Context: an optimization exercise on an open-source flow, tuned for small area, a short achievable clock period and few clock cycles. The choices shown serve that exercise and are no tape-out recipe.
At most, simulation tests tie the RTL to the original design; equivalence was not proved.
For runs 2 and 5 to 7, only the layout was checked, not whether the RTL still works.
No activity file was given, so power comes from the tool's default toggle rates.

$ cat flow/run.sh
#!/bin/bash
export BUFFER_PORTS_ARGS="-buffer_cell sky130_fd_sc_hd__buf_1"
bash standard.sh > standard.log 2>&1
$ cat standard.sh
#!/bin/bash
# synth_recipe.tcl (not shown) runs the flow's synth.tcl, then flattens the netlist and writes it again
# the make line also repeats each setting of config.mk as NAME=value (left out here)
make -C /OpenROAD-flow-scripts/flow DESIGN_CONFIG=/design/flow/config.mk WORK_HOME=/design/flow/orfs CLKGATE_MAP_FILE= SYNTH_SCRIPT=/design/flow/synth_recipe.tcl "${@:-finish}"
$ cat config.mk
export PLATFORM = sky130hd
export DESIGN_NAME = fcb_bin
export DESIGN_NICKNAME = fcb_bin
export VERILOG_FILES = /design/flow/design.v
export SDC_FILE = /design/flow/constraint.sdc
export NUM_CORES = 4
export LEC_CHECK = 0
export CAP_MARGIN = 20
export CORE_MARGIN = 2
export CORE_UTILIZATION = 60
export CTS_BUF_LIST = sky130_fd_sc_hd__clkbuf_8
export CTS_CLUSTER_DIAMETER = 60
export CTS_CLUSTER_SIZE = 16
export SETUP_SLACK_MARGIN = 5
export SLEW_MARGIN = 20
$ cat constraint.sdc
create_clock -name core_clock -period 8.0 [get_ports {clk}]
set_input_delay 1.6000 -clock core_clock [delete_from_list [all_inputs] [get_ports {clk}]]
set_output_delay 1.6000 -clock core_clock [all_outputs]
set_load 0.01 [all_outputs]
$ cat design.v
module fcb_bin (
    input  wire        clk,
    input  wire        rst,
    input  wire [31:0] cfg_pre,
    input  wire [1:0]  cfg_pre_len,
    input  wire [1:0]  cfg_hdr_n,
    input  wire        cfg_hdr_be,
    input  wire [1:0]  cfg_len_idx,
    input  wire        cfg_ck_crc,
    input  wire [2:0]  cfg_ck_size,
    input  wire        cfg_ck_be,
    input  wire [15:0] cfg_qmax,
    input  wire        in_valid,
    input  wire [7:0]  in_data,
    output wire        in_ready,
    output reg         ev_valid,
    output reg  [1:0]  ev_type,
    output wire [31:0] ev_val,
    output wire [15:0] ev_calc,
    output wire [16:0] ev_len
);
    localparam [1:0] EV_MSG = 2'd0, EV_CKMIS = 2'd1, EV_LENERR = 2'd2, EV_OVF = 2'd3;
    localparam [1:0] S_SEARCH = 2'd0, S_HDR = 2'd1, S_PAY = 2'd2, S_TRL = 2'd3;
    reg [1:0]  q_k1;        
    reg [1:0]  q_n1;        
    reg [4:0]  q_kh1;       
    reg [1:0]  q_m;         
    reg        q_hbe;
    always @(posedge clk) begin
        q_m    <= cfg_hdr_n - cfg_len_idx;
        q_hbe  <= cfg_hdr_be;
        q_k1   <= cfg_pre_len;
        q_n1   <= cfg_hdr_n;
        q_kh1  <= {3'd0, cfg_pre_len} + {1'b0, cfg_hdr_n, 2'b00} + 5'd4;
    end
    reg        rdy;            
    wire       take = in_valid & rdy;
    assign in_ready = rdy;
    reg  [7:0] sr [0:11];      
    reg        acc;            
    reg  [3:0] eq;             
    integer i;
    always @(posedge clk) begin
        acc <= take & ~rst;
        for (i = 0; i < 4; i = i + 1)
            eq[i] <= (in_data == cfg_pre[8*i +: 8]);
        if (take) begin
            sr[0] <= in_data;
            for (i = 1; i < 12; i = i + 1)
                sr[i] <= sr[i-1];
        end
    end
    wire [7:0] cur = sr[0];
    reg  [1:0]  st;
    reg  [16:0] len;           
    reg         emp;           
    reg  [2:0]  pm;            
    reg  [15:0] mf;            
    reg  [15:0] crc;
    reg  [31:0] w;
    reg         trl_mis;       
    assign ev_val  = w;
    assign ev_calc = crc;
    assign ev_len  = len;
    function [15:0] crc_byte(input [15:0] c, input [7:0] d);
        integer b;
        reg [15:0] t;
        begin
            t = c ^ {d, 8'h00};
            for (b = 0; b < 8; b = b + 1)
                t = t[15] ? ((t << 1) ^ 16'h1021) : (t << 1);
            crc_byte = t;
        end
    endfunction
    wire [16:0] len_n = emp ? 17'd1 : len + 17'd1;
    wire        ovf   = !emp && (len[15:0] == cfg_qmax);
    reg mt;
    always @(*) begin
        case (q_k1)
            2'd0: mt = eq[0];
            2'd1: mt = pm[0] & eq[1];
            2'd2: mt = pm[1] & eq[2];
            default: mt = pm[2] & eq[3];
        endcase
    end
    wire [31:0] ps = w;
    wire        ps_zero = ~|ps[30:0];
    wire        rem_one = (w[15:0] == 16'd1) && ~|w[30:16];
    wire        trl_one = (w[18:16] == 3'd1);
    wire        trl_hi  = cfg_ck_be ^ w[16];           
    wire        trl_neq = cur != (trl_hi ? crc[15:8] : crc[7:0]);
    reg hdr_done;
    always @(*) begin
        case (q_n1)
            2'd0: hdr_done = mf[3];
            2'd1: hdr_done = mf[7];
            2'd2: hdr_done = mf[11];
            default: hdr_done = mf[15];
        endcase
    end
    reg fany;
    always @(*) begin
        case (q_n1)
            2'd0: fany = mt | (|mf[2:0]);
            2'd1: fany = mt | (|mf[6:0]);
            2'd2: fany = mt | (|mf[10:0]);
            default: fany = mt | (|mf[14:0]);
        endcase
    end
    reg  [1:0]  st_n;
    reg  [16:0] len_d;
    reg         emp_d;
    reg  [2:0]  pm_d;
    reg  [15:0] mf_d;
    reg         ev_d;
    reg  [1:0]  evt_d;
    reg         hold_w;        
    always @(*) begin
        st_n   = st;
        len_d  = len;
        emp_d  = emp;
        pm_d   = pm;
        mf_d   = mf;
        ev_d   = 1'b0;
        evt_d  = ev_type;
        hold_w = (st == S_PAY) || (st == S_TRL);
        if (acc) begin
            mf_d  = {mf[14:0], mt};
            pm_d  = {pm[1:0] & eq[2:1], eq[0]};
            len_d = len_n;
            emp_d = 1'b0;
            if (ovf) begin
                ev_d  = 1'b1;
                evt_d = EV_OVF;
                emp_d = 1'b1;
                pm_d  = 3'd0;
                mf_d  = 16'd0;
                st_n  = S_SEARCH;
                if (st == S_HDR && hdr_done)
                    hold_w = 1'b1;
            end else begin
                case (st)
                    S_SEARCH: if (mt) begin
                        len_d = {15'd0, q_k1} + 17'd1;
                        st_n  = S_HDR;
                    end
                    S_HDR: if (hdr_done) begin
                        hold_w = 1'b1;
                        if (ps[31]) begin
                            ev_d  = 1'b1;
                            evt_d = EV_LENERR;
                            if (fany) begin
                                len_d = 17'd0;
                                st_n  = S_HDR;
                            end else begin
                                len_d = {12'd0, q_kh1};
                                st_n  = S_SEARCH;
                            end
                        end else begin
                            len_d = {12'd0, q_kh1} + 17'd1;
                            if (!ps_zero)
                                st_n = S_PAY;
                            else if (cfg_ck_size != 3'd0)
                                st_n = S_TRL;
                            else begin
                                ev_d  = 1'b1;
                                evt_d = EV_MSG;
                                emp_d = 1'b1;
                                pm_d  = 3'd0;
                                mf_d  = 16'd0;
                                st_n  = S_SEARCH;
                            end
                        end
                    end
                    S_PAY: if (rem_one) begin
                        if (cfg_ck_size != 3'd0)
                            st_n = S_TRL;
                        else begin
                            ev_d  = 1'b1;
                            evt_d = EV_MSG;
                            emp_d = 1'b1;
                            pm_d  = 3'd0;
                            mf_d  = 16'd0;
                            st_n  = S_SEARCH;
                        end
                    end
                    default: if (trl_one) begin  
                        ev_d  = 1'b1;
                        evt_d = (cfg_ck_crc && (trl_mis || trl_neq)) ? EV_CKMIS : EV_MSG;
                        emp_d = 1'b1;
                        pm_d  = 3'd0;
                        mf_d  = 16'd0;
                        st_n  = S_SEARCH;
                    end
                endcase
            end
        end
    end
    reg c_done, c_other;
    always @(*) begin
        case (q_n1)
            2'd0: begin
                c_done  = mf[2] | mf[3];
                c_other = mt | mf[0] | mf[1] | (~acc & mf[2]) | (in_data == cfg_pre[8*q_k1 +: 8]);
            end
            2'd1: begin
                c_done  = mf[6] | mf[7];
                c_other = mt | (|mf[5:0]) | (~acc & mf[6]);
            end
            2'd2: begin
                c_done  = mf[10] | mf[11];
                c_other = mt | (|mf[9:0]) | (~acc & mf[10]);
            end
            default: begin
                c_done  = mf[14] | mf[15];
                c_other = mt | (|mf[13:0]) | (~acc & mf[14]);
            end
        endcase
    end
    wire stall_d = take & (st == S_HDR) & c_done & c_other;
    always @(posedge clk) begin
        if (acc && st == S_PAY && !ovf)
            crc <= crc_byte(crc, cur);
        else if (st == S_SEARCH || st == S_HDR)
            crc <= 16'h0000;
        if (st == S_TRL && acc)
            trl_mis <= trl_neq;
        if (acc && st == S_PAY) begin
            w[15:0] <= w[15:0] - 16'd1;
            if (rem_one)
                w[31:16] <= {13'd0, cfg_ck_size};
        end else if (acc && st == S_TRL) begin
            w[18:16] <= w[18:16] - 3'd1;
            if (trl_hi) w[15:8] <= cur;
            else        w[7:0]  <= cur;
        end else if (acc && st == S_HDR && hdr_done && !ovf && !ps[31] && ps_zero)
            w[31:16] <= {13'd0, cfg_ck_size};
        else if (take && !hold_w) begin
            case (q_m)
                2'd0: w <= q_hbe ? {w[23:0], in_data} : {in_data, w[31:8]};
                2'd1: w <= q_hbe ? {w[23:0], sr[3]}   : {sr[3], w[31:8]};
                2'd2: w <= q_hbe ? {w[23:0], sr[7]}   : {sr[7], w[31:8]};
                default: w <= q_hbe ? {w[23:0], sr[11]} : {sr[11], w[31:8]};
            endcase
        end
        if (rst) begin
            st       <= S_SEARCH;
            len      <= 17'd0;
            emp      <= 1'b1;
            pm       <= 3'd0;
            mf       <= 16'd0;
            ev_valid <= 1'b0;
            rdy      <= 1'b1;
        end else begin
            st       <= st_n;
            len      <= len_d;
            emp      <= emp_d;
            pm       <= pm_d;
            mf       <= mf_d;
            ev_valid <= ev_d;
            ev_type  <= evt_d;
            rdy      <= ~stall_d;
        end
    end
endmodule
==> results of run 1 <==
## metrics by stage
stage	power (uW)	setup WS [ns]	util, %	cell area (um2)
floorplan	1390	4.56	-	10100
global placement	1470	4.37	66.7	10700
detailed placement	1480	4.25	66.7	10700
CTS	2090	5.04	69.1	11100
global route	2150	4.97	69.5	11100
finish	2080	5.05	69.5	11100
## final cells by class
cell class | instances | share of cell area [%]
Sequential cell | 203 | 49.8
Multi-Input combinational cell | 560 | 38.1
Timing Repair Buffer | 149 | 5.56
Clock buffer | 20 | 2.47
Tap cell | 216 | 2.43
Inverter | 26 | 0.911
Clock inverter | 10 | 0.731
## synthesized netlist by cell type, types with 5 or more instances
library cell / count
and3_1: 8
a22oi_1: 8
o211ai_1: 14
nor4b_1: 5
mux2_2: 7
mux2i_1: 29
edfxtp_1: 147
nand2_1: 47
xnor2_1: 59
o22ai_1: 6
nand4_1: 11
a211oi_1: 5
ha_1: 17
inv_1: 26
nor2b_1: 10
nor3_1: 20
o21ai_0: 31
or2_2: 5
a21oi_1: 14
nand2b_1: 5
xor2_1: 48
dfxtp_1: 56
and4_1: 5
a31oi_1: 6
nor4_1: 14
nand3_1: 25
mux4_2: 11
clkbuf_1: 35
nor2_1: 66
a22o_1: 21
## final timing paths
kind | cells past startpoint | slack [ns] | to | from
max | 7 | 5.05 | w[31] | cfg_qmax[6]
min | 0 | 0.42 | sr[10][2] | sr[9][2]
max reg2reg | 8 | 5.10 | w[31] | w[17]
min reg2reg | 0 | 0.42 | sr[10][2] | sr[9][2]
## power breakdown
part / internal, uW / switching [uW]
Clock: 269 / 344
Sequential: 1180 / 64.7
Combinational: 94.3 / 121
Total: 1550 / 530
## cells by family after synthesis
group	Yosys count	synth area share (%)
simple gates	244	12.8
fa+ha+maj	17	2.15
compound gates	145	10.4
xor+xnor	107	9.47
buf+inv	69	2.96
mux	47	6.23
flops	203	55.9
## cells in the final DEF, fill, tap and decap left out, types with 4 or more instances in the layout
master	Yosys	routed
inv_1	26	28
dfxtp_1	56	55
a22o_1	21	21
buf_4	1	8
a22oi_1	8	8
clkinv_2	0	4
nand2b_1	5	5
o22ai_1	6	6
nor4_1	14	14
and4_1	5	4
and3_1	8	8
nor2b_1	10	10
nor3_1	20	18
edfxtp_1	147	147
nand2_1	47	44
o211ai_1	14	14
a211oi_1	5	5
o31ai_1	4	4
xnor2_2	0	5
clkbuf_8	0	20
nand4_1	11	11
nor2_1	66	65
or3_1	4	4
nor4b_1	5	5
xor2_1	48	48
clkbuf_2	0	4
a21oi_1	14	13
mux2i_1	29	29
mux2_2	7	6
a32oi_1	4	4
ha_1	17	17
xnor2_1	59	54
o21ai_0	31	31
a31oi_1	6	6
buf_1	1	135
nand3_1	25	24
or2_2	5	5
mux4_2	11	11
or4_1	4	4
## worst max-delay path: stages
cell and delay (ns):
buf_1 0.13, xnor2_2 0.12, nand4_1 0.17, nor3_4 0.38, and2_4 0.31, o21ai_4 0.08, o221a_4 0.39
## per-layer routing
| layer | share of wire (%) | track usage, % |
|---|---|---|
| met4 | 3.0 | 8.60 |
| met2 | 48 | 45.9 |
| met5 | 0 | 0 |
| met1 | 42 | 37.3 |
| met3 | 7.4 | 4.71 |
## sequential cells by signal, summed over array words and instances (netlist names)
signal,cells
crc,16
sr,96
q_hbe,1
pm,3
mf,16
q_n1,2
w,32
ev_valid,1
eq,4
st,2
trl_mis,1
ev_type,2
rdy,1
acc,1
q_m,2
emp,1
len,17
q_kh1,5
## what timing repair did
action,CTS,global route
buffers inserted,2,4
pin swaps,1,0
gates resized for setup,1,9
hold buffers,0,0
endpoints found under the setup margin,33,68
==> qor.yml, run 1 <==
detailed_routing:
  routed_wl_um: 24500
  drt_iter0_markers: 553
  vias: 7260
  wire_per_inst_um: 20.7
  ant_nets: 0
  viasPerCell: 6.13
  route.detailed.drc: 0
  dr.pass1.iters: 5
finish:
  nNetsFinal: 1046
  n_antenna_cell: 0
  final_cells: 1184
  drive_above_1_share_pct: 9.71
  multiInputGateArea_um2: 4240
  syn_to_final_growth_pct: 12.4
  register_area_um2: 5540
  fillers: 1239
hold_path:
  worstHoldPathType: "reg2reg"
synth:
  synth_edf_count: 147
  synth_area_leaders: "edfxtp_1, dfxtp_1, xnor2_1"
  synth_warnings: 2
  ys_ff_latch: 203
  avgSynthCellArea_um2: 11.9
  synth_ff_type: "edfxtp_1"
  synth_area_um2: 9900
  yosysSeqAreaShare_pct: 55.9
  postSynthCellCount: 832
  ys_types: 69
  synth.largest_area_cell: "edfxtp_1"
  async_flop_share_pct: 0
  synth_top_area_share_pct: 44.6
  syn-num-nets: 920
place:
  dp_cells: 1148
  place_hpwl_um: 17400
  port_buffers: 139
  place_congestion: 0.912
floorplanning:
  row_count: 46
  die_h_um: 132
  initial_core_util_pct: 61.8
  die_area_um2: 17500
  die_x_um: 132
  io_pins: 140
  core_um2: 16000
global_route:
  antenna_found_initial: 0
  first_global_vias: 7120
  grt_overflow: 0
  grt_max_degree: 97
  grt.total_usage_pct: 27.5
  grt_pass1_wl_um: 38100
clock_network:
  clockBufferDepth: 3
  cts-root-buf: "clkbuf_8"
  cts-htree-levels: 1
  clk_latency_ns: 0.51
  clk_pin_slew_ns: 0.10
  cts-buffers-inserted: 18
  clock_sinks: 203
  cts_tree: "done"
run_status:
  status: "complete, no violations"
critical_path:
  critPathArrivalTime_ns: 3.20
  cp-end-kind: "register"
  crit_path_start_kind: "primary input"
  cp_max_fo: 13
  crit_type: "in2reg"
  required_ns: 8.25
job:
  drv_cap: 0
timing:
  slew_headroom_pct: 33.8
  rsz0062_at_grt: "yes"
  skew_ns: 0.0202
  setup_viol: 0
  worstMarginPinSlew_ns: 0.993
  slew_violations: 0
  period_share_pct: 36.9
  fin_tns_setup_ns: 0
  period_needed_ns: 2.95
  fin_hold_ws_ns: 0.423
  final_hold_viol_count: 0
  fmax_ghz: 0.339
power:
  ir_drop_uv: 154
  powerDensity_nw_per_um2: 187
  p_leak_uw: 0.00400
Testbench counts, summed over its fixed seeds: cycles 20,746.
==> run 2: changes to the inputs <==
--- a/design.v
+++ b/design.v
@@ -196,28 +196,16 @@
             end
         end
     end
-    reg c_done, c_other;
+    reg stall_d;
     always @(*) begin
         case (q_n1)
-            2'd0: begin
-                c_done  = mf[2] | mf[3];
-                c_other = mt | mf[0] | mf[1] | (~acc & mf[2]) | (in_data == cfg_pre[8*q_k1 +: 8]);
-            end
-            2'd1: begin
-                c_done  = mf[6] | mf[7];
-                c_other = mt | (|mf[5:0]) | (~acc & mf[6]);
-            end
-            2'd2: begin
-                c_done  = mf[10] | mf[11];
-                c_other = mt | (|mf[9:0]) | (~acc & mf[10]);
-            end
-            default: begin
-                c_done  = mf[14] | mf[15];
-                c_other = mt | (|mf[13:0]) | (~acc & mf[14]);
-            end
-        endcase
-    end
-    wire stall_d = take & (st == S_HDR) & c_done & c_other;
+            2'd0: stall_d = mf_d[3]  & ((|mf_d[2:0]) | (in_data == cfg_pre[8*q_k1 +: 8]));
+            2'd1: stall_d = mf_d[7]  & (|mf_d[6:0]);
+            2'd2: stall_d = mf_d[11] & (|mf_d[10:0]);
+            default: stall_d = mf_d[15] & (|mf_d[14:0]);
+        endcase
+        stall_d = stall_d & take & (st_n == S_HDR);
+    end
     always @(posedge clk) begin
         if (acc && st == S_PAY && !ovf)
             crc <= crc_byte(crc, cur);
==> run 2 against run 1 <==
  * Still clean on timing, DRC and antenna
  * Area after synthesis increased by 1.2%
  * Non-clock buffer count increased by 22
  * Synthesized cell count increased by 5.0%
  * Combinational power increased by 52%
  * Sequential cell count unchanged
  * Worst hold slack got worse by 0.0021 ns
  * Global-route usage increased by 2.9 points
  * Critical path depth increased by 1
  * Clock-buffer cell count decreased by 1
  * Via count increased by 7.8%
  * Critical endpoint is now rdy
  * Largest cell class unchanged
  * Highest routed layer unchanged
==> qor.yml, run 2 <==
global_route:
  grt.total_usage_pct: 30.4  # +2.9 points
  grt_max_degree: 97  # unchanged
  grt_overflow: 0  # unchanged
  first_global_vias: 7575  # +6.4%
  antenna_found_initial: 0  # unchanged
  grt_pass1_wl_um: 41900  # +10%
floorplanning:
  die_area_um2: 17700  # +1.1%
  die_x_um: 133  # +0.57%
  io_pins: 140  # unchanged
  initial_core_util_pct: 60.8  # -1.0 points
  core_um2: 16500  # +2.9%
  die_h_um: 133  # +0.57%
  row_count: 47  # +2.2%
finish:
  largest-register: "sr"
  nNetsFinal: 1110  # +6.1%
  layout_common_cells: "edfxtp_1, buf_1, nor2_1"
  n_antenna_cell: 0  # unchanged
  drive_above_1_share_pct: 13.7  # +4.0 points
  final_common_cell: "edfxtp_1"
  largest_reg_flops: 96  # unchanged
  final_area_um2: 11600  # +4.6%
  syn_to_final_growth_pct: 16.2
  top_regs: "sr x96, w x32, len x17"
power:
  ir_drop_uv: 147  # -4.2%
  p_leak_uw: 0.00405  # +1.4%
  powerDensity_nw_per_um2: 191  # +2.3%
detailed_routing:
  drt_iter0_markers: 787  # +42%
  wire_per_inst_um: 21.7  # +5.2%
  route.detailed.drc: 0  # unchanged
  routed_wl_um: 27300  # +11%
  dr.pass1.iters: 5  # unchanged
  viasPerCell: 6.24  # +1.8%
  ant_nets: 0  # unchanged
  vias: 7828  # +7.8%
job:
  drv_cap: 0  # unchanged
critical_path:
  r2r-start: "w[9]"
  r2r-end: "rdy"
  r2r_cells: 7  # -1
  rrSetupSlack_ns: 5.01  # -0.09 ns
  cp-end-kind: "register"
  critPathArrivalTime_ns: 3.45  # +0.25 ns
  required_ns: 8.39  # +0.14 ns
  crit_type: "in2reg"
  crit_path_start_kind: "primary input"
  worstSetupStartpoint: "in_data[6]"
  cp_max_fo: 5  # -8
synth:
  synth_warnings: 2  # unchanged
  synth_area_leaders: "edfxtp_1, dfxtp_1, xnor2_1"
  syn-num-nets: 962  # +4.6%
  synth_most_common_cell: "edfxtp_1"
  synth_edf_count: 147  # unchanged
  synth.largest_area_cell: "edfxtp_1"
  avgSynthCellArea_um2: 11.5  # -3.7%
  synth_ff_type: "edfxtp_1"
  ys_top_cells_by_count: "edfxtp_1, nand2_1, nor2_1"
  ys_ff_latch: 203  # unchanged
  yosysSeqAreaShare_pct: 55.3  # -0.65 points
  ys_types: 67  # -2.9%
  synth_area_um2: 10000  # +1.2%
  async_flop_share_pct: 0  # unchanged
  postSynthCellCount: 874  # +5.0%
  synth_top_area_share_pct: 44.1  # -0.52 points
timing:
  skew_ns: 0.0413  # +0.0211 ns
  final_hold_viol_count: 0  # unchanged
  worstMarginPinSlew_ns: 0.830  # -0.163 ns
  period_share_pct: 38.3  # +1.4 points
  slew_violations: 0  # unchanged
  slew_headroom_pct: 44.7  # +11 points
  period_needed_ns: 3.06  # +0.111 ns
  rsz0062_at_grt: "yes"
  fin_hold_ws_ns: 0.421  # -0.00215 ns
  setup_viol: 0  # unchanged
  fmax_ghz: 0.326  # -3.6%
  fin_tns_setup_ns: 0  # unchanged
clock_network:
  cts_tree: "done"
  clk_latency_ns: 0.55  # +0.04 ns
  cts-buffers-inserted: 18  # unchanged
  cts-htree-levels: 1  # unchanged
  cts_hold_buf: 0  # unchanged
  clockBufferDepth: 3  # unchanged
  cts-root-buf: "clkbuf_8"
  clock_sinks: 203  # unchanged
  clk_pin_slew_ns: 0.10  # about the same
hold_path:
  hold_depth: 0  # unchanged
  hp-start: "sr[5][6]"
  worstHoldEndpoint: "sr[6][6]"
  worstHoldPathType: "reg2reg"
place:
  place_congestion: 0.959  # +5.1%
  port_buffers: 139  # unchanged
  place_hpwl_um: 19100  # +9.5%
  place_area_um2: 10800  # +0.86%
run_status:
  status: "complete, no violations"
run 2: changes by cell type after synthesis, sizes merged, moves of 7 or more:
| cell | before | now |
|---|---|---|
| a22o | 21 | 0 |
| nand2 | 47 | 76 |
| a21oi | 14 | 44 |
| o221ai | 0 | 7 |
| nor2 | 67 | 76 |
| a31oi | 6 | 13 |
| nor4 | 14 | 21 |
run 2: repair_timing:
item,4_1_cts,5_1_grt
setup buffers,17,8
endpoints found under the hold margin,0,0
resized for setup,44,20
setup endpoints to repair,86,80
pin swaps,21,12
gates cloned,0,1
run 2: layer usage:
metal | wire length, um | track usage, % | vias to the layer above | part of all wire (%)
met5 | 0 | 0 | - | 0
li1 | - | - | 3521 | -
met4 | 1180 | 13.1 | 0 | 4.3
met2 | 12700 | 47.9 | 410 | 46
met3 | 2150 | 4.60 | 78 | 7.9
met1 | 11300 | 42.7 | 3819 | 41
run 2: final cells by class:
cell class              instances  area [um2]
clock buffers                  19         262
clock inverters                13         104
fillers                      1242        4830
flip-flops and latches        203        5540
multi-input cells             608        4500
repair buffers                171         878
well taps                     220         275
inverters                      20        78.8
run 2: stage by stage:
step	util [%]	instances	total power, uW	setup slack (ns)
3_3_place_gp	65.4	1196	1590	4.20
5_1_grt	70.7	1254	2310	4.92
3_5_place_dp	65.4	1196	1600	4.00
4_1_cts	69.7	1245	2230	4.98
2_1_floorplan	-	874	1480	4.56
6_report	70.7	1254	2230	4.94
run 2: worst max path at each step:
stage	to	cells past startpoint
finish	rdy	8
global route	rdy	8
CTS	len[14]	8
detailed placement	len[14]	8
global placement	len[14]	8
floorplan	sr[0][0]	2
run 2: kinds of logic after synthesis:
| family | share of synthesized area, % |
|---|---|
| multiplexers | 6.06 |
| flip-flops | 55.3 |
| AND/OR/NAND/NOR | 14.0 |
| AO/OA/AOI/OAI | 9.92 |
| buffers and inverters | 2.91 |
| adder cells (fa/ha/maj) | 2.12 |
| XOR/XNOR | 9.71 |
run 2: where the power goes:
group          total, uW  internal (uW)  switching, uW
Sequential          1280           1200           72.1
Combinational        329            137            192
Clock                621            263            358
run 2: critical path, cell delays in order:
cell and delay (ns):
buf_12 0.11, xor2_1 0.17, nor4_2 0.29, nand3_1 0.19, mux4_2 0.51, o22a_2 0.20, a211oi_2 0.22, o211ai_1 0.16
==> run 3: changes to the inputs <==
--- a/design.v
+++ b/design.v
@@ -33,30 +33,13 @@
         q_n1   <= cfg_hdr_n;
         q_kh1  <= {3'd0, cfg_pre_len} + {1'b0, cfg_hdr_n, 2'b00} + 5'd4;
     end
-    reg        rdy;            
-    wire       take = in_valid & rdy;
-    assign in_ready = rdy;
-    reg  [7:0] sr [0:11];      
-    reg        acc;            
-    reg  [3:0] eq;             
-    integer i;
-    always @(posedge clk) begin
-        acc <= take & ~rst;
-        for (i = 0; i < 4; i = i + 1)
-            eq[i] <= (in_data == cfg_pre[8*i +: 8]);
-        if (take) begin
-            sr[0] <= in_data;
-            for (i = 1; i < 12; i = i + 1)
-                sr[i] <= sr[i-1];
-        end
-    end
-    wire [7:0] cur = sr[0];
+    reg  [7:0]  sr [0:11];     
     reg  [1:0]  st;
     reg  [16:0] len;           
     reg         emp;           
     reg  [2:0]  pm;            
     reg  [15:0] mf;            
-    reg  [15:0] crc;
+    wire [15:0] crc = {sr[9], sr[8]};
     reg  [31:0] w;
     reg         trl_mis;       
     assign ev_val  = w;
@@ -74,6 +57,12 @@
     endfunction
     wire [16:0] len_n = emp ? 17'd1 : len + 17'd1;
     wire        ovf   = !emp && (len[15:0] == cfg_qmax);
+    reg        rdy;            
+    wire       take = in_valid & rdy;
+    assign in_ready = rdy;
+    reg        acc;            
+    reg  [3:0] eq;             
+    wire [7:0] cur = sr[0];
     reg mt;
     always @(*) begin
         case (q_k1)
@@ -196,21 +185,29 @@
             end
         end
     end
-    reg stall_d;
+    reg c_done, c_other;
     always @(*) begin
         case (q_n1)
-            2'd0: stall_d = mf_d[3]  & ((|mf_d[2:0]) | (in_data == cfg_pre[8*q_k1 +: 8]));
-            2'd1: stall_d = mf_d[7]  & (|mf_d[6:0]);
-            2'd2: stall_d = mf_d[11] & (|mf_d[10:0]);
-            default: stall_d = mf_d[15] & (|mf_d[14:0]);
-        endcase
-        stall_d = stall_d & take & (st_n == S_HDR);
-    end
+            2'd0: begin
+                c_done  = mf[2] | mf[3];
+                c_other = mt | mf[0] | mf[1] | (~acc & mf[2]) | (in_data == cfg_pre[8*q_k1 +: 8]);
+            end
+            2'd1: begin
+                c_done  = mf[6] | mf[7];
+                c_other = mt | (|mf[5:0]) | (~acc & mf[6]);
+            end
+            2'd2: begin
+                c_done  = mf[10] | mf[11];
+                c_other = mt | (|mf[9:0]) | (~acc & mf[10]);
+            end
+            default: begin
+                c_done  = mf[14] | mf[15];
+                c_other = mt | (|mf[13:0]) | (~acc & mf[14]);
+            end
+        endcase
+    end
+    wire stall_d = take & (st == S_HDR) & c_done & c_other;
     always @(posedge clk) begin
-        if (acc && st == S_PAY && !ovf)
-            crc <= crc_byte(crc, cur);
-        else if (st == S_SEARCH || st == S_HDR)
-            crc <= 16'h0000;
         if (st == S_TRL && acc)
             trl_mis <= trl_neq;
         if (acc && st == S_PAY) begin
@@ -250,4 +247,25 @@
             rdy      <= ~stall_d;
         end
     end
+    integer i;
+    always @(posedge clk) begin
+        acc <= take & ~rst;
+        for (i = 0; i < 4; i = i + 1)
+            eq[i] <= (in_data == cfg_pre[8*i +: 8]);
+        if (take) begin
+            sr[0] <= in_data;
+            for (i = 1; i < 12; i = i + 1)
+                if (i != 8 && i != 9)
+                    sr[i] <= sr[i-1];
+        end
+        if (st == S_PAY || st == S_TRL) begin
+            if (acc && st == S_PAY)
+                {sr[9], sr[8]} <= crc_byte(crc, cur);
+        end else if (acc && st == S_HDR && hdr_done && !ps[31])
+            {sr[9], sr[8]} <= 16'h0000;
+        else if (take) begin
+            sr[8] <= sr[7];
+            sr[9] <= sr[8];
+        end
+    end
 endmodule
--- a/config.mk
+++ b/config.mk
@@ -8,8 +8,8 @@
 export CAP_MARGIN = 20
 export CORE_MARGIN = 2
 export CORE_UTILIZATION = 60
-export CTS_BUF_LIST = sky130_fd_sc_hd__clkbuf_8
-export CTS_CLUSTER_DIAMETER = 60
-export CTS_CLUSTER_SIZE = 16
+export CTS_BUF_LIST = sky130_fd_sc_hd__clkbuf_16
+export CTS_CLUSTER_DIAMETER = 80
+export CTS_CLUSTER_SIZE = 32
 export SETUP_SLACK_MARGIN = 5
 export SLEW_MARGIN = 20
==> run 3 against run 2 <==
  * Sequential power fell by 9%
  * Combinational power fell by 27%
  * Largest cell class unchanged
  * Sequential cell count fell by 16
  * Utilization fell by 0.25 points
==> qor.yml, run 3 <==
clock_network:
  cts-buffers-inserted: 17  # -1
  clk_pin_slew_ns: 0.07  # -0.03 ns
  cts-htree-levels: 4  # +3
  cts_tree: "done"
  clk_latency_ns: 0.44  # -0.11 ns
  clock_sinks: 187  # -7.9%
  cts_hold_buf: 0  # unchanged
  cts-root-buf: "clkbuf_16"
  clockBufferDepth: 2  # -1
finish:
  largest_reg_flops: 96  # unchanged
  final_cells: 1206  # -3.8%
  nNetsFinal: 1065  # -4.1%
  top_regs: "sr x96, w x32, len x17"
  layout_common_cells: "buf_1, edfxtp_1, nor2_1"
  drive_above_1_share_pct: 9.91  # -3.8 points
  final_common_cell: "buf_1"
  largest-register: "sr"
  syn_to_final_growth_pct: 15.8
critical_path:
  r2r-end: "pm[1]"
  crit_path_start_kind: "primary input"
  critical-path-slowest-cell: "or3b_1"
  crit_chain: "buf_1, or3_4, a21oi_2, or3b_1, o2111a_2, a32o_1"
  crit_type: "in2reg"
  r2r_cells: 6  # -1
  r2r-start: "w[2]"
  cp_max_fo: 10  # +5
  cpPeakStageDelay_ns: 0.45  # -0.06 ns
  rrSetupSlack_ns: 5.04  # +0.03 ns
  cp-end-kind: "register"
  critPathArrivalTime_ns: 3.38  # -0.07 ns
  required_ns: 8.33  # -0.06 ns
timing:
  slew_headroom_pct: 47.2  # +2.5 points
  skew_ns: 0.0132  # -0.0281 ns
  slew_violations: 0  # unchanged
  period_needed_ns: 3.05  # -0.0154 ns
  fmax_ghz: 0.328  # +0.51%
  worstMarginPinSlew_ns: 0.792  # -0.0378 ns
  fin_tns_setup_ns: 0  # unchanged
  final_hold_viol_count: 0  # unchanged
  setup_viol: 0  # unchanged
  rsz0062_at_grt: "yes"
  timing.final.ws_setup_ns: 4.95  # +0.0154 ns
  period_share_pct: 38.1  # -0.19 points
synth:
  synth_mux_area_share_pct: 6.35  # +0.29 points
  synth_area_um2: 9590  # -4.2%
  synth_edf_count: 131  # -11%
  avgSynthCellArea_um2: 11.2  # -1.9%
  synth_compound_area_share_pct: 13.1  # +3.2 points
  synth.largest_area_cell: "edfxtp_1"
  synth_top_family_by_area: "simple AND/OR/NAND/NOR gates"
  yosysSeqAreaShare_pct: 52.7  # -2.6 points
  ys_top_cells_by_count: "edfxtp_1, nor2_1, nand2_1"
  synth_warnings: 2  # unchanged
  synth-simple-area-share_pct: 13.4  # -0.62 points
  synth_adder_area_share_pct: 2.35  # +0.22 points
  synth_top_area_share_pct: 41.0  # -3.1 points
  synth_area_leaders: "edfxtp_1, dfxtp_1, xor2_1"
  async_flop_share_pct: 0  # unchanged
  synth_ff_type: "edfxtp_1"
  syn-num-nets: 943  # -2.0%
  postSynthCellCount: 854  # -2.3%
  ys_types: 66  # -1.5%
  ys_ff_latch: 187  # -7.9%
  synth_most_common_cell: "edfxtp_1"
  synth_xor_xnor_area_share_pct: 9.13  # -0.58 points
detailed_routing:
  routed_wl_um: 25500  # -6.6%
  vias: 7574  # -3.2%
  ant_nets: 0  # unchanged
  dr.pass1.iters: 5  # unchanged
  wire_per_inst_um: 21.1  # -2.9%
  viasPerCell: 6.28  # +0.61%
  drt_iter0_markers: 740  # -6.0%
  route.detailed.drc: 0  # unchanged
hold_path:
  worstHoldPathType: "reg2reg"
  worstHoldEndpoint: "sr[7][6]"
  hold_depth: 0  # unchanged
  hp-start: "sr[6][6]"
power:
  ir_drop_uv: 173  # +18%
  p_leak_uw: 0.00393  # -3.0%
  powerDensity_nw_per_um2: 202  # +5.4%
floorplanning:
  die_area_um2: 17000  # -4.1%
  io_pins: 140  # unchanged
  initial_core_util_pct: 60.8  # about the same
  die_x_um: 130  # -2.0%
  core_um2: 15800  # -4.2%
  die_h_um: 130  # -2.0%
  row_count: 46  # -2.1%
place:
  dp_cells: 1167  # -2.4%
  dp_slack_ns: 4.28  # +0.286 ns
  place_congestion: 0.951  # -0.83%
  port_buffers: 139  # unchanged
  place_hpwl_um: 18000  # -5.8%
run_status:
  status: "complete, no violations"
global_route:
  grt_max_degree: 82  # -15%
  antenna_found_initial: 1  # +1
  grt.total_usage_pct: 29.7  # -0.71 points
  grt_overflow: 0  # unchanged
  first_global_vias: 7122  # -6.0%
  grt_pass1_wl_um: 38200  # -8.9%
job:
  drv_cap: 0  # unchanged
run 3: cell count changes after synthesis, sizes merged, moves of 9 or more:
cell    delta
nand2     -18
edfxtp    -16
a22o      +20
nand4     +11
a21oi     -11
xnor2     -14
nor2       -9
run 3: logic make-up (layout without fill, tap and decap cells):
| logic type | after synthesis | count (layout) |
|---|---|---|
| and+or+nand+nor | 258 | 258 |
| DFF | 187 | 187 |
| AOI/OAI and AO/OA | 173 | 174 |
| xor gates and xnor gates | 100 | 100 |
| buffers and inverters | 71 | 205 |
| muxes | 47 | 47 |
| adders and majority gates | 18 | 18 |
| other | 0 | 1 |
run 3: power by group:
part / switching (uW) / total [uW] / internal [uW]
Combinational: 138 / 239 / 101
Sequential: 66.1 / 1160 / 1100
Clock: 417 / 838 / 421
run 3: routing by layer:
metal | vias up | wire length, um | global-route usage, %
met2 | 323 | 12600 | 49.5
met4 | 0 | 1060 | 14.1
li1 | 3474 | - | -
met1 | 3711 | 10200 | 37.2
met3 | 66 | 1530 | 6.60
met5 | - | 0 | 0
run 3: worst max-delay path by stage:
stage,from,end,slack (ns),cells past startpoint
after global routing,cfg_ck_size[2],pm[1],4.91,6
after CTS,cfg_qmax[10],w[18],4.96,8
after detailed placement,rst,pm[1],4.28,4
after floorplan,in_valid,sr[8][0],4.45,4
after global placement,rst,pm[1],4.34,4
final,cfg_ck_size[2],pm[1],4.95,6
run 3: worst max-delay path, delay by kind of cell:
family | cells | cell delay, ns
AND/OR/NAND/NOR | 2 | 0.89
AO/OA/AOI/OAI | 3 | 0.77
buffers and inverters | 1 | 0.11
run 3: what timing repair did:
action / CTS / global route
setup endpoints to repair: 85 / 66
pin swaps: 3 / 2
setup buffers: 2 / 3
resized for setup: 10 / 13
gates cloned: 1 / 0
run 3: area by class of cell:
| type | instances | area, um2 |
|---|---|---|
| Timing Repair Buffer | 149 | 621 |
| Inverter | 24 | 93.8 |
| Clock inverter | 15 | 161 |
| Tap cell | 216 | 270 |
| Multi-Input combinational cell | 597 | 4480 |
| Antenna cell | 1 | 2.50 |
| Fill cell | 1210 | 4660 |
| Clock buffer | 17 | 425 |
| Sequential cell | 187 | 5060 |
run 3: stage by stage:
stage               total power (uW)  area [um2]  hold slack [ns]  utilization (%)
floorplan                       1320        9770            0.400                -
global placement                1410       10400            0.401             65.7
detailed placement              1410       10400            0.405             65.7
CTS                             2240       11000            0.422             69.9
global route                    2310       11100            0.427             70.4
finish                          2240       11100            0.421             70.4
Testbench counts of run 3, summed over its fixed seeds: cycles 20,746.
==> run 4: changes to the inputs <==
--- a/config.mk
+++ b/config.mk
@@ -8,8 +8,8 @@
 export CAP_MARGIN = 20
 export CORE_MARGIN = 2
 export CORE_UTILIZATION = 60
-export CTS_BUF_LIST = sky130_fd_sc_hd__clkbuf_16
-export CTS_CLUSTER_DIAMETER = 80
-export CTS_CLUSTER_SIZE = 32
+export CTS_BUF_LIST = sky130_fd_sc_hd__clkbuf_8
+export CTS_CLUSTER_DIAMETER = 60
+export CTS_CLUSTER_SIZE = 16
 export SETUP_SLACK_MARGIN = 5
 export SLEW_MARGIN = 20
==> run 4 against run 3 <==
  * Largest cell class unchanged
  * Clock skew is 0.0054 ns higher
  * Sequential cell count stayed put
  * Worst setup slack better by 0.080 ns
  * Still clean
  * Critical path type unchanged
  * Clock power is 26% lower
  * Critical path depth is 2 higher
  * Highest routed layer unchanged
  * Sequential share of layout area is 0.77 points higher
  * Largest power group unchanged
==> qor.yml, run 4 <==
synth:
  synth_edf_count: 131  # unchanged
  synth_area_leaders: "edfxtp_1, dfxtp_1, xor2_1"
  avgSynthCellArea_um2: 11.2  # unchanged
  synth_most_common_cell: "edfxtp_1"
  postSynthCellCount: 854  # unchanged
  syn-num-nets: 943  # unchanged
  ys_types: 66  # unchanged
  ys_top_cells_by_count: "edfxtp_1, nor2_1, nand2_1"
  synth_top_area_share_pct: 41.0  # unchanged
  synth_area_um2: 9590  # unchanged
  async_flop_share_pct: 0  # unchanged
  yosysSeqAreaShare_pct: 52.7  # unchanged
  ys_ff_latch: 187  # unchanged
  synth.largest_area_cell: "edfxtp_1"
  synth_ff_type: "edfxtp_1"
  synth_warnings: 2  # unchanged
critical_path:
  critical-path-slowest-cell: "a21o_2"
  crit_chain: "buf_1, xnor2_2, nand4_1, nor4_4, buf_4, a211oi_2, a21o_2, o221a_2"
  critPathArrivalTime_ns: 3.19  # -0.19 ns
  crit_type: "in2reg"
  critical_path_buf_inv_count: 2  # +1
  cp-end-kind: "register"
  cp_max_fo: 14  # +4
  required_ns: 8.22  # -0.11 ns
  crit_path_start_kind: "primary input"
  critical-path-top-delay-family: "compound AO/OA/AOI/OAI gates"
  cpPeakStageDelay_ns: 0.33  # -0.12 ns
finish:
  final_common_cell: "buf_1"
  layout_common_cells: "buf_1, edfxtp_1, nor2_1"
  largest_reg_flops: 96  # unchanged
  fin_util_pct: 69.3  # -1.2 points
  top_regs: "sr x96, w x32, len x17"
  nNetsFinal: 1066  # +0.094%
  largest-register: "sr"
  syn_to_final_growth_pct: 13.9
  drive_above_1_share_pct: 9.70  # -0.21 points
power:
  combPwrFrac_pct: 11.8  # +1.1 points
  swShare_pct: 29.0  # +1.2 points
  powerDensity_nw_per_um2: 185  # -8.3%
  seq_power_share_pct: 57.5  # +5.6 points
  ir_drop_uv: 241  # +39%
  p_leak_uw: 0.00383  # -2.5%
  p_sw_uw: 585  # -5.8%
  power.internal_uw: 1430  # -11%
  power_frac_clock_pct: 30.7  # -6.7 points
  fin_total_pwr_uw: 2020  # -9.8%
timing:
  fmax_ghz: 0.337  # +2.7%
  timing.final.ws_setup_ns: 5.03  # +0.0797 ns
  worstMarginPinSlew_ns: 0.787  # -0.00520 ns
  skew_ns: 0.0186  # +0.00539 ns
  setup_viol: 0  # unchanged
  rsz0062_at_grt: "yes"
  period_needed_ns: 2.97  # -0.0797 ns
  fin_hold_ws_ns: 0.427  # +0.00659 ns
  final_hold_viol_count: 0  # unchanged
  slew_headroom_pct: 47.5  # +0.29 points
  slew_violations: 0  # unchanged
  fin_tns_setup_ns: 0  # unchanged
  period_share_pct: 37.1  # -1.0 points
global_route:
  first_global_vias: 7075  # -0.66%
  grt_overflow: 0  # unchanged
  grt_max_degree: 82  # unchanged
  grt_pass1_wl_um: 38200  # about the same
  antenna_found_initial: 0  # -1
  grt.total_usage_pct: 29.6  # -0.10 points
clock_network:
  clk_pin_slew_ns: 0.10  # +0.03 ns
  cts_tree: "done"
  cts-htree-levels: 4  # unchanged
  clockBufferDepth: 2  # unchanged
  cts_hold_buf: 0  # unchanged
  clk_latency_ns: 0.46  # +0.02 ns
  cts-root-buf: "clkbuf_8"
  cts-buffers-inserted: 17  # unchanged
  clock_sinks: 187  # unchanged
detailed_routing:
  viasPerCell: 6.23  # -0.78%
  vias: 7521  # -0.70%
  wire_per_inst_um: 21.0  # -0.63%
  route.detailed.drc: 0  # unchanged
  dr.pass1.iters: 7  # +2
  routed_wl_um: 25300  # -0.55%
  drt_iter0_markers: 776  # +4.9%
  ant_nets: 0  # unchanged
floorplanning:
  die_area_um2: 17000  # unchanged
  row_count: 46  # unchanged
  core_um2: 15800  # unchanged
  initial_core_util_pct: 60.8  # unchanged
  io_pins: 140  # unchanged
  die_x_um: 130  # unchanged
  die_h_um: 130  # unchanged
hold_path:
  worstHoldPathType: "reg2reg"
place:
  place_hpwl_um: 18000  # unchanged
  place_congestion: 0.951  # unchanged
  port_buffers: 139  # unchanged
  dp_slack_ns: 4.28  # unchanged
job:
  drv_cap: 0  # unchanged
run_status:
  status: "complete, no violations"
==> run 4: cell counts after synthesis <==
No cell type changed its count.
==> run 4: final cells by class <==
class                      count  area (um2)
clock inverter                15         161
antenna                        1        2.50
timing repair buffer         148         621
sequential                   187        5060
multi-input combinational    599        4480
clock buffer                  17         234
fill                        1249        4850
tap                          216         270
inverter                      24        93.8
==> run 4: kinds of logic after synthesis <==
logic type	count (synthesis)	share of synthesized area [%]
muxes	47	6.35
and+or+nand+nor	258	13.4
adders and majority gates	18	2.35
xor gates and xnor gates	100	9.13
AOI/OAI and AO/OA	173	13.1
buffers and inverters	71	2.97
DFF	187	52.7
==> run 4: power by group through the flow <==
stage | registers (uW) | logic (uW) | clock network [uW]
floorplan | 1160 | 162 | 0
global placement | 1180 | 226 | 0
detailed placement | 1180 | 232 | 0
CTS | 1160 | 236 | 630
global route | 1170 | 262 | 671
finish | 1160 | 239 | 621
==> run 4: layer usage <==
metal | vias up | wire length (um) | GRT usage, %
li1 | 3491 | - | -
met5 | - | 0 | 0
met3 | 60 | 1510 | 5.33
met4 | 0 | 790 | 11.2
met1 | 3660 | 10200 | 37.4
met2 | 310 | 12800 | 51.3
==> run 4: path summary, 6_finish.rpt <==
kind / start / to / slack (ns) / cells after the start
max: cfg_qmax[10] / w[18] / 5.03 / 8
min: sr[6][0] / sr[7][0] / 0.43 / 0
max reg2reg: st[0] / w[6] / 5.16 / 7
min reg2reg: sr[6][0] / sr[7][0] / 0.43 / 0
==> run 4: worst register-to-register path, stage by stage, from the launching register on <==
cell	delay [ns]
dfxtp_1	0.40
inv_1	0.10
ha_1	0.20
buf_4	0.22
or2_2	0.47
nor2_1	0.28
a21oi_1	0.19
nor2_1	0.63
==> run 4: what timing repair did <==
action / CTS / global route
cloned: 1 / 2
setup buffers: 2 / 2
resized for setup: 7 / 12
setup endpoints to repair: 64 / 85
pin swaps: 2 / 1
==> run 4: through the flow <==
stage	cells	area (um2)
2_1_floorplan	854	9770
3_3_place_gp	1167	10400
3_5_place_dp	1167	10400
4_1_cts	1202	10800
5_1_grt	1206	10900
6_report	1207	10900
==> run 5: changes to the inputs <==
--- a/design.v
+++ b/design.v
@@ -23,16 +23,13 @@
     localparam [1:0] S_SEARCH = 2'd0, S_HDR = 2'd1, S_PAY = 2'd2, S_TRL = 2'd3;
     reg [1:0]  q_k1;        
     reg [1:0]  q_n1;        
-    reg [4:0]  q_kh1;       
-    reg [1:0]  q_m;         
-    reg        q_hbe;
     always @(posedge clk) begin
-        q_m    <= cfg_hdr_n - cfg_len_idx;
-        q_hbe  <= cfg_hdr_be;
         q_k1   <= cfg_pre_len;
         q_n1   <= cfg_hdr_n;
-        q_kh1  <= {3'd0, cfg_pre_len} + {1'b0, cfg_hdr_n, 2'b00} + 5'd4;
-    end
+    end
+    wire [4:0] q_kh1 = {{1'b0, q_n1} + 3'd1, q_k1};    
+    wire [1:0] q_m   = cfg_hdr_n - cfg_len_idx;       
+    wire       q_hbe = cfg_hdr_be;
     reg  [7:0]  sr [0:11];     
     reg  [1:0]  st;
     reg  [16:0] len;           
@@ -139,7 +136,7 @@
                             ev_d  = 1'b1;
                             evt_d = EV_LENERR;
                             if (fany) begin
-                                len_d = 17'd0;
+                                len_d = {15'd0, q_k1} + 17'd1;
                                 st_n  = S_HDR;
                             end else begin
                                 len_d = {12'd0, q_kh1};
==> run 5 against run 4 <==
  * Clock power rose by 2%
  * Total power rose by 0.25%
  * Worst setup slack got worse by 0.26 ns
  * Combinational power rose by 18%
  * Synthesized cell count fell by 1.9%
  * Routed wire length rose by 2.4%
  * Clock skew rose by 0.0010 ns
  * Cell area rose by 3.7%
  * Worst hold slack got worse by 0.020 ns
  * Largest cell class unchanged
  * Largest power group unchanged
  * Highest routed layer unchanged
==> qor.yml, run 5 <==
run_status:
  status: "complete, no violations"
global_route:
  first_global_vias: 7157  # +1.2%
  grt_pass1_wl_um: 39000  # +2.0%
  grt_max_degree: 82  # unchanged
  grt_overflow: 0  # unchanged
  grt.total_usage_pct: 30.5  # +0.87 points
  antenna_found_initial: 0  # unchanged
synth:
  postSynthCellCount: 838  # -1.9%
  synth_most_common_cell: "edfxtp_1"
  syn-num-nets: 931  # -1.3%
  synth_area_um2: 9400  # -2.0%
  synth_edf_count: 131  # unchanged
  synth_ff_type: "edfxtp_1"
  avgSynthCellArea_um2: 11.2  # -0.15%
  ys_top_cells_by_count: "edfxtp_1, nand2_1, nor2_1"
  async_flop_share_pct: 0  # unchanged
  ys_types: 69  # +4.5%
  yosysSeqAreaShare_pct: 52.5  # -0.19 points
  synth_top_area_share_pct: 41.8  # +0.85 points
  synth_area_leaders: "edfxtp_1, dfxtp_1, xor2_1"
  synth_warnings: 2  # unchanged
  ys_ff_latch: 181  # -3.2%
  synth.largest_area_cell: "edfxtp_1"
finish:
  largest-register: "sr"
  n_antenna_cell: 0  # -1
  layout_common_cells: "edfxtp_1, buf_1, nand2_1"
  nNetsFinal: 1086  # +1.9%
  drive_above_1_share_pct: 16.5  # +6.8 points
  fin_util_pct: 74.2  # +5.0 points
  fillers: 1085  # -13%
  largest_reg_flops: 96  # unchanged
  syn_to_final_growth_pct: 20.5
  top_regs: "sr x96, w x32, len x17"
place:
  port_buffers: 139  # unchanged
  dp_slack_ns: 3.94  # -0.338 ns
  place_hpwl_um: 17700  # -1.3%
  place_congestion: 0.944  # -0.65%
job:
  drv_cap: 0  # unchanged
critical_path:
  cp-end-kind: "register"
  crit_type: "in2reg"
  r2r-end: "w[17]"
  cp_max_fo: 6  # -8
  r2r-start: "st[1]"
  required_ns: 8.35  # +0.13 ns
  r2r_cells: 7  # unchanged
  crit_path_start_kind: "primary input"
  critPathArrivalTime_ns: 3.58  # +0.39 ns
  rrSetupSlack_ns: 4.84  # -0.32 ns
timing:
  period_needed_ns: 3.23  # +0.258 ns
  rsz0062_at_grt: "yes"
  fin_tns_setup_ns: 0  # unchanged
  slew_headroom_pct: 40.2  # -7.3 points
  final_hold_viol_count: 0  # unchanged
  slew_violations: 0  # unchanged
  timing.final.ws_setup_ns: 4.77  # -0.258 ns
  fmax_ghz: 0.310  # -8.0%
  period_share_pct: 40.3  # +3.2 points
  skew_ns: 0.0196  # +0.00104 ns
  fin_hold_ws_ns: 0.407  # -0.0200 ns
  setup_viol: 0  # unchanged
  worstMarginPinSlew_ns: 0.897  # +0.110 ns
power:
  power_frac_clock_pct: 31.2  # +0.5 points
  swShare_pct: 29.8  # +0.80 points
  powerDensity_nw_per_um2: 179  # -3.3%
  p_sw_uw: 603  # +3.0%
  p_leak_uw: 0.00404  # +5.5%
  ir_drop_uv: 125  # -48%
  seq_power_share_pct: 54.9  # -2.6 points
  power.internal_uw: 1420  # -0.89%
  combPwrFrac_pct: 13.9  # +2.1 points
floorplanning:
  die_x_um: 129  # -0.98%
  die_h_um: 129  # -0.98%
  io_pins: 140  # unchanged
  initial_core_util_pct: 61.6  # +0.77 points
  core_um2: 15300  # -3.2%
  row_count: 45  # -2.2%
  die_area_um2: 16700  # -2.0%
detailed_routing:
  ant_nets: 0  # unchanged
  routed_wl_um: 25900  # +2.4%
  viasPerCell: 6.39  # +2.5%
  dr.pass1.iters: 6  # -1
  vias: 7773  # +3.4%
  wire_per_inst_um: 21.3  # +1.5%
  drt_iter0_markers: 943  # +22%
  route.detailed.drc: 0  # unchanged
clock_network:
  clk_pin_slew_ns: 0.12  # +0.02 ns
  cts_hold_buf: 0  # unchanged
  cts-htree-levels: 4  # unchanged
  cts_tree: "done"
  cts-buffers-inserted: 17  # unchanged
  clock_sinks: 181  # -3.2%
  clk_latency_ns: 0.47  # about the same
  clockBufferDepth: 2  # unchanged
  cts-root-buf: "clkbuf_8"
hold_path:
  worstHoldEndpoint: "sr[3][3]"
  hp-start: "sr[2][3]"
  worstHoldPathType: "reg2reg"
  hold_depth: 0  # unchanged
-- run 5: per-layer routing --
| metal | wire (um) | track usage (%) | part of all wire [%] | up-vias |
|---|---|---|---|---|
| met5 | 0 | 0 | 0 | - |
| met4 | 579 | 9.65 | 2.2 | 0 |
| met3 | 2420 | 4.79 | 9.4 | 57 |
| met2 | 11700 | 45.6 | 45 | 489 |
| met1 | 11200 | 46.1 | 43 | 3769 |
| li1 | - | - | - | 3458 |
-- run 5: area by class of cell --
| type | instances | area [um2] | share of cell area [%] |
|---|---|---|---|
| clock buffer | 17 | 234 | 2.07 |
| inverter | 26 | 109 | 0.961 |
| multi-input combinational | 594 | 4720 | 41.7 |
| clock inverter | 15 | 173 | 1.52 |
| sequential | 181 | 4930 | 43.6 |
| tap | 211 | 264 | 2.33 |
| timing repair buffer | 173 | 891 | 7.86 |
-- run 5: through the flow --
step / instance area [um2] / power (uW) / std cells
final: 11300 / 2020 / 1217
after global routing: 11300 / 2080 / 1217
after CTS: 11000 / 2010 / 1203
after detailed placement: 10200 / 1370 / 1152
after global placement: 10200 / 1360 / 1152
after floorplan: 9630 / 1280 / 838
-- run 5: power by group through the flow --
stage          sequential (uW)  clock [uW]  combinational [uW]
2_1_floorplan             1120           0                 161
3_3_place_gp              1130           0                 231
3_5_place_dp              1130           0                 239
4_1_cts                   1110         639                 263
5_1_grt                   1110         665                 304
6_report                  1110         632                 282
-- run 5: logic make-up (layout without fill, tap and decap cells) --
| family | count (synthesis) | in the layout | synth area share (%) |
|---|---|---|---|
| and+or+nand+nor | 250 | 253 | 13.0 |
| DFF | 181 | 181 | 52.5 |
| AOI/OAI and AO/OA | 173 | 174 | 13.2 |
| xor gates and xnor gates | 97 | 97 | 9.04 |
| buffers and inverters | 67 | 231 | 2.81 |
| muxes | 48 | 48 | 6.60 |
| adders and majority gates | 22 | 22 | 2.93 |
-- run 5: how the worst max path moves through the flow --
stage | slack [ns] | from | to | cells after the start
global placement | 4.04 | cfg_qmax[5] | len[3] | 8
global route | 4.70 | st[0] | w[17] | 8
CTS | 4.80 | in_data[4] | rdy | 8
floorplan | 4.56 | in_valid | w[10] | 4
detailed placement | 3.94 | in_data[0] | rdy | 8
finish | 4.77 | in_data[2] | rdy | 8
-- run 5: worst max-delay path, stage by stage --
cell,delay [ns]
clkbuf_4,0.17
xor2_1,0.18
nor4_2,0.34
nand3_1,0.16
mux4_2,0.51
o31ai_4,0.23
a21oi_2,0.07
or3_1,0.32
-- run 5: timing repair --
item                                    in CTS  in global routing
gates resized for setup                     42                 54
endpoints found under the setup margin     114                115
cloned                                       3                  1
buffers inserted                            16                 13
hold endpoints to repair                     0                  0
pin swaps                                   17                 32
==> run 6: changes to the inputs <==
==> flow/run.sh (replaced) <==
#!/bin/bash
export BUFFER_PORTS_ARGS="-buffer_cell sky130_fd_sc_hd__buf_1"
export CTS_ARGS="-sink_clustering_enable -repair_clock_nets -sink_clustering_size 16 -sink_clustering_max_diameter 60 -buf_list sky130_fd_sc_hd__clkbuf_8 -dont_use_dummy_load"
bash standard.sh > standard.log 2>&1
==> run 6 against run 5 <==
  * Maximum frequency rose by 0.55%
  * Sequential power about the same
  * Register-to-register slack improved by 0.11 ns
  * Still clean on timing, DRC and antenna
  * Clock-buffer cell count did not move
  * Global-route usage hardly changed
  * Combinational power is essentially flat
  * Area after synthesis is the same
==> qor.yml, run 6 <==
power:
  power.internal_uw: 1370  # -3.6%
  ir_drop_uv: 143  # +14%
  combPwrFrac_pct: 15.1  # +1.2 points
  p_leak_uw: 0.00403  # -0.44%
  powerDensity_nw_per_um2: 165  # -7.5%
  swShare_pct: 26.3  # -3.4 points
  power_frac_clock_pct: 25.2  # -6.0 points
  p_sw_uw: 490  # -19%
  seq_power_share_pct: 59.7  # +4.8 points
floorplanning:
  core_um2: 15300  # unchanged
  die_area_um2: 16700  # unchanged
  row_count: 45  # unchanged
  initial_core_util_pct: 61.6  # unchanged
  io_pins: 140  # unchanged
  die_x_um: 129  # unchanged
  die_h_um: 129  # unchanged
finish:
  drive_above_1_share_pct: 15.9  # -0.60 points
  layout_common_cells: "edfxtp_1, buf_1, nand2_1"
  largest_reg_flops: 96  # unchanged
  n_antenna_cell: 0  # unchanged
  final_common_cell: "edfxtp_1"
  syn_to_final_growth_pct: 19.7
  largest-register: "sr"
  top_regs: "sr x96, w x32, len x17"
  nNetsFinal: 1095  # +0.83%
critical_path:
  critical-path-top-delay-family: "simple AND/OR/NAND/NOR gates"
  crit_type: "in2reg"
  crit_path_start_kind: "primary input"
  cp-end-kind: "register"
  critical_path_buf_inv_count: 1  # unchanged
  critPathArrivalTime_ns: 3.53  # -0.05 ns
  crit_chain: "buf_4, xor2_1, nor4_1, nand3_1, mux4_2, o31ai_4, a21oi_2, or3_1"
  cp_max_fo: 6  # unchanged
  required_ns: 8.32  # -0.03 ns
  critical-path-slowest-cell: "mux4_2"
  cpPeakStageDelay_ns: 0.51  # about the same
global_route:
  grt_overflow: 0  # unchanged
  grt_max_degree: 82  # unchanged
  grt.total_usage_pct: 30.5  # about the same
  antenna_found_initial: 0  # unchanged
  first_global_vias: 7097  # -0.84%
  grt_pass1_wl_um: 38800  # -0.50%
synth:
  synth.largest_area_cell: "edfxtp_1"
  syn-num-nets: 931  # unchanged
  synth_area_leaders: "edfxtp_1, dfxtp_1, xor2_1"
  avgSynthCellArea_um2: 11.2  # unchanged
  synth_area_um2: 9400  # unchanged
  synth_ff_type: "edfxtp_1"
  postSynthCellCount: 838  # unchanged
  ys_top_cells_by_count: "edfxtp_1, nand2_1, nor2_1"
  synth_warnings: 2  # unchanged
  async_flop_share_pct: 0  # unchanged
  yosysSeqAreaShare_pct: 52.5  # unchanged
  ys_types: 69  # unchanged
  ys_ff_latch: 181  # unchanged
  synth_most_common_cell: "edfxtp_1"
  synth_edf_count: 131  # unchanged
  synth_top_area_share_pct: 41.8  # unchanged
detailed_routing:
  routed_wl_um: 25800  # -0.44%
  drt_iter0_markers: 1111  # +18%
  viasPerCell: 6.39  # about the same
  vias: 7734  # -0.50%
  dr.pass1.iters: 8  # +2
  ant_nets: 0  # unchanged
  wire_per_inst_um: 21.3  # about the same
  route.detailed.drc: 0  # unchanged
timing:
  fin_tns_setup_ns: 0  # unchanged
  skew_ns: 0.0406  # +0.0210 ns
  final_hold_viol_count: 0  # unchanged
  slew_headroom_pct: 34.2  # -6.0 points
  timing.final.ws_setup_ns: 4.79  # +0.0175 ns
  fin_hold_ws_ns: 0.398  # -0.00930 ns
  setup_viol: 0  # unchanged
  fmax_ghz: 0.312  # +0.55%
  slew_violations: 0  # unchanged
  worstMarginPinSlew_ns: 0.987  # +0.0895 ns
  period_needed_ns: 3.21  # -0.0175 ns
  period_share_pct: 40.1  # -0.22 points
  rsz0062_at_grt: "yes"
clock_network:
  clockBufferDepth: 2  # unchanged
  clock_sinks: 181  # unchanged
  cts_tree: "done"
  clk_latency_ns: 0.46  # about the same
  cts-root-buf: "clkbuf_8"
  cts-htree-levels: 4  # unchanged
  clk_pin_slew_ns: 0.10  # -0.02 ns
  cts-buffers-inserted: 17  # unchanged
place:
  place_hpwl_um: 17700  # unchanged
  place_congestion: 0.944  # unchanged
  port_buffers: 139  # unchanged
  dp_slack_ns: 3.94  # unchanged
job:
  drv_cap: 0  # unchanged
hold_path:
  worstHoldPathType: "reg2reg"
run_status:
  status: "complete, no violations"
[run 6: worst paths after layout]
| check | startpoint | to | slack [ns] | cells past startpoint |
|---|---|---|---|---|
| worst max-delay path | in_data[2] | rdy | 4.79 | 8 |
| worst max register to register | st[0] | w[17] | 4.95 | 8 |
| worst min-delay path | sr[2][2] | sr[3][2] | 0.40 | 0 |
| worst min register to register | sr[2][2] | sr[3][2] | 0.40 | 0 |
[run 6: cell type report]
type	instances	area (um2)
inverter	26	109
fill	1105	4010
tap	211	264
multi-input combinational	593	4700
timing repair buffer	183	1010
clock buffer	17	234
sequential	181	4930
[run 6: repair_timing]
item | in CTS | in global routing
gates resized for setup | 58 | 43
hold endpoints to repair | 0 | 0
setup endpoints to repair | 113 | 101
setup buffers | 21 | 17
cloned | 3 | 1
pin swaps | 20 | 27
hold buffers | 0 | 0
[run 6: cells by family (layout without fill, tap and decap cells)]
group | after synthesis | count (layout) | synth area share, %
buffers and inverters | 67 | 226 | 2.81
and+or+nand+nor | 250 | 253 | 13.0
adders and majority gates | 22 | 22 | 2.93
xor gates and xnor gates | 97 | 97 | 9.04
DFF | 181 | 181 | 52.5
AOI/OAI and AO/OA | 173 | 173 | 13.2
muxes | 48 | 48 | 6.60
[run 6: power by group through the flow]
| stage | clock (uW) | combinational, uW | sequential [uW] |
|---|---|---|---|
| final | 468 | 281 | 1110 |
| after global routing | 501 | 304 | 1120 |
| after CTS | 478 | 264 | 1110 |
| after detailed placement | 0 | 239 | 1130 |
| after global placement | 0 | 231 | 1130 |
| after floorplan | 0 | 161 | 1120 |
[run 6: routing by layer]
layer | vias up | global-route usage (%) | wire length [um]
li1 | 3444 | - | -
met1 | 3765 | 45.6 | 11400
met2 | 478 | 46.2 | 11600
met3 | 47 | 4.95 | 2240
met4 | 0 | 9.53 | 540
met5 | - | 0 | 0
[run 6: metrics by stage]
stage	std cells	total power, uW	area (um2)	utilization, %
2_1_floorplan	838	1280	9630	-
3_3_place_gp	1152	1360	10200	67.1
3_5_place_dp	1152	1370	10200	67.1
4_1_cts	1193	1850	10900	71.5
5_1_grt	1211	1920	11300	73.8
6_report	1211	1860	11300	73.8
==> run 7: changes to the inputs <==
--- a/design.v
+++ b/design.v
@@ -23,13 +23,15 @@
     localparam [1:0] S_SEARCH = 2'd0, S_HDR = 2'd1, S_PAY = 2'd2, S_TRL = 2'd3;
     reg [1:0]  q_k1;        
     reg [1:0]  q_n1;        
+    reg [1:0]  q_m;         
+    reg        q_hbe;
     always @(posedge clk) begin
+        q_m    <= cfg_hdr_n - cfg_len_idx;
+        q_hbe  <= cfg_hdr_be;
         q_k1   <= cfg_pre_len;
         q_n1   <= cfg_hdr_n;
     end
     wire [4:0] q_kh1 = {{1'b0, q_n1} + 3'd1, q_k1};    
-    wire [1:0] q_m   = cfg_hdr_n - cfg_len_idx;       
-    wire       q_hbe = cfg_hdr_be;
     reg  [7:0]  sr [0:11];     
     reg  [1:0]  st;
     reg  [16:0] len;           
@@ -136,7 +138,7 @@
                             ev_d  = 1'b1;
                             evt_d = EV_LENERR;
                             if (fany) begin
-                                len_d = {15'd0, q_k1} + 17'd1;
+                                len_d = 17'd0;
                                 st_n  = S_HDR;
                             end else begin
                                 len_d = {12'd0, q_kh1};
==> run 7 against run 6 <==
  * Still clean
  * Area after synthesis down 1.3%
  * Sequential cell count up 3
  * Clock-buffer cell count unchanged
  * Combinational power down 14%
  * Register-to-register slack about the same
  * Clock skew down 0.0055 ns
  * First-iteration DRC count down 33%
  * Non-clock buffer count down 15
  * Largest cell class unchanged
==> qor.yml, run 7 <==
finish:
  largest-register: "sr"
  layout_common_cells: "buf_1, edfxtp_1, nor2_1"
  final_cells: 1144  # -5.5%
  final_area_um2: 10700  # -5.2%
  syn_to_final_growth_pct: 15.0
  largest_reg_flops: 96  # unchanged
  fin_util_pct: 70.4  # -3.3 points
  top_regs: "sr x96, w x32, len x17"
  drive_above_1_share_pct: 11.5  # -4.4 points
  nNetsFinal: 1051  # -4.0%
  final_common_cell: "buf_1"
synth:
  synth_adder_area_share_pct: 2.97  # +0.039 points
  synth_most_common_cell: "edfxtp_1"
  synth_mux_area_share_pct: 6.49  # -0.11 points
  ys_types: 66  # -4.3%
  ys_top_cells_by_count: "edfxtp_1, nor2_1, nand2_1"
  synth_area_um2: 9280  # -1.3%
  synth_top_area_share_pct: 42.4  # +0.56 points
  synth.largest_area_cell: "edfxtp_1"
  postSynthCellCount: 808  # -3.6%
  synth_warnings: 2  # unchanged
  synth_area_leaders: "edfxtp_1, dfxtp_1, xor2_1"
  synth_top_family_by_area: "simple AND/OR/NAND/NOR gates"
  async_flop_share_pct: 0  # unchanged
  synth_compound_area_share_pct: 11.4  # -1.8 points
critical_path:
  required_ns: 8.31  # about the same
  cp-end-kind: "register"
  rrSetupSlack_ns: 4.96  # about the same
  cp_max_fo: 5  # -1
  r2r_cells: 12  # +4
  crit_path_start_kind: "primary input"
  r2r-start: "q_n1[0]"
detailed_routing:
  viasPerCell: 6.32  # -1.1%
  drt_iter0_markers: 745  # -33%
  route.detailed.drc: 0  # unchanged
  ant_nets: 0  # unchanged
  routed_wl_um: 23900  # -7.5%
  vias: 7225  # -6.6%
timing:
  setup_viol: 0  # unchanged
  worstMarginPinSlew_ns: 1.00  # +0.0161 ns
  rsz0062_at_grt: "yes"
  slew_headroom_pct: 33.1  # -1.1 points
  slew_violations: 0  # unchanged
  period_share_pct: 38.7  # -1.4 points
  fin_tns_setup_ns: 0  # unchanged
  fmax_ghz: 0.323  # +3.6%
  skew_ns: 0.0351  # -0.00554 ns
floorplanning:
  die_h_um: 128  # -0.64%
  core_um2: 15100  # -0.74%
  die_x_um: 128  # -0.64%
  io_pins: 140  # unchanged
  die_area_um2: 16500  # -1.3%
  row_count: 45  # unchanged
  initial_core_util_pct: 61.2  # -0.36 points
global_route:
  gr-usage-met1_pct: 42.7  # -2.9 points
  grt_pass1_wl_um: 36300  # -6.5%
  grt_max_degree: 82  # unchanged
  gr-usage-met2_pct: 43.5  # -2.6 points
job:
  drv_cap: 0  # unchanged
power:
  p_leak_uw: 0.00384  # -4.6%
clock_network:
  clockBufferDepth: 2  # unchanged
  cts_hold_buf: 0  # unchanged
  cts-htree-levels: 4  # unchanged
  clock_sinks: 184  # +1.7%
hold_path:
  hold_depth: 0  # unchanged
  hp-start: "sr[5][3]"
  worstHoldEndpoint: "sr[6][3]"
run_status:
  status: "complete, no violations"
place:
  dp_cells: 1099  # -4.6%
  port_buffers: 139  # unchanged
  place_hpwl_um: 17100  # -3.6%
[run 7: how the worst max path moves through the flow]
stage / startpoint / slack [ns] / endpoint
after floorplan: in_valid / 4.54 / sr[8][0]
after global placement: cfg_qmax[8] / 3.97 / w[20]
after detailed placement: cfg_qmax[9] / 3.90 / w[28]
after CTS: in_data[7] / 4.84 / rdy
after global routing: in_data[7] / 4.83 / rdy
final: in_data[7] / 4.90 / rdy
[run 7: power breakdown]
part,internal (uW),switching [uW]
Combinational,105,136
Sequential,1080,63.1
Clock,188,277
[run 7: cell families (layout without fill, tap and decap cells)]
family,Yosys count,count (layout)
buf+inv,63,209
fa+ha+maj,22,22
simple gates,237,238
xor+xnor,106,106
mux,46,46
compound gates,150,151
flops,184,184
[run 7: area by class of cell]
class,instances,area [um2]
repair buffers,168,840
clock buffers,17,234
fillers,1137,4480
flip-flops and latches,184,5000
multi-input cells,563,4270
inverters,24,93.8
well taps,188,235
[run 7: critical path, stage by stage]
cell and delay (ns):
buf_12 0.12, xor2_1 0.17, nor4_2 0.28, nand3_1 0.19, mux4_2 0.50, or3_4 0.36, a21oi_2 0.12, o21ai_1 0.07
[run 7: what timing repair did]
item,in CTS,in global routing
gates resized for setup,31,20
pin swaps,13,17
setup endpoints to repair,105,87
cloned,0,2
buffers inserted,7,19
[run 7: stage by stage]
step | hold WS, ns | setup WS [ns]
floorplan | 0.400 | 4.54
global placement | 0.400 | 3.97
detailed placement | 0.405 | 3.90
CTS | 0.426 | 4.84
global route | 0.424 | 4.83
finish | 0.421 | 4.90
[run 7: routing by layer]
layer  up-vias  routed length, um
met2       392              11000
met5         -                  0
met1      3536              10500
met4         0                369
li1       3263                  -
met3        34               2040

Setup slack of run 7, layout unchanged: 4.902 ns with ideal ports, 4.893 ns with driving cells assumed (clock clkbuf_16, inputs buf_2), 4.421 ns with port delays also shifted by the 0.472 ns mid clock arrival.
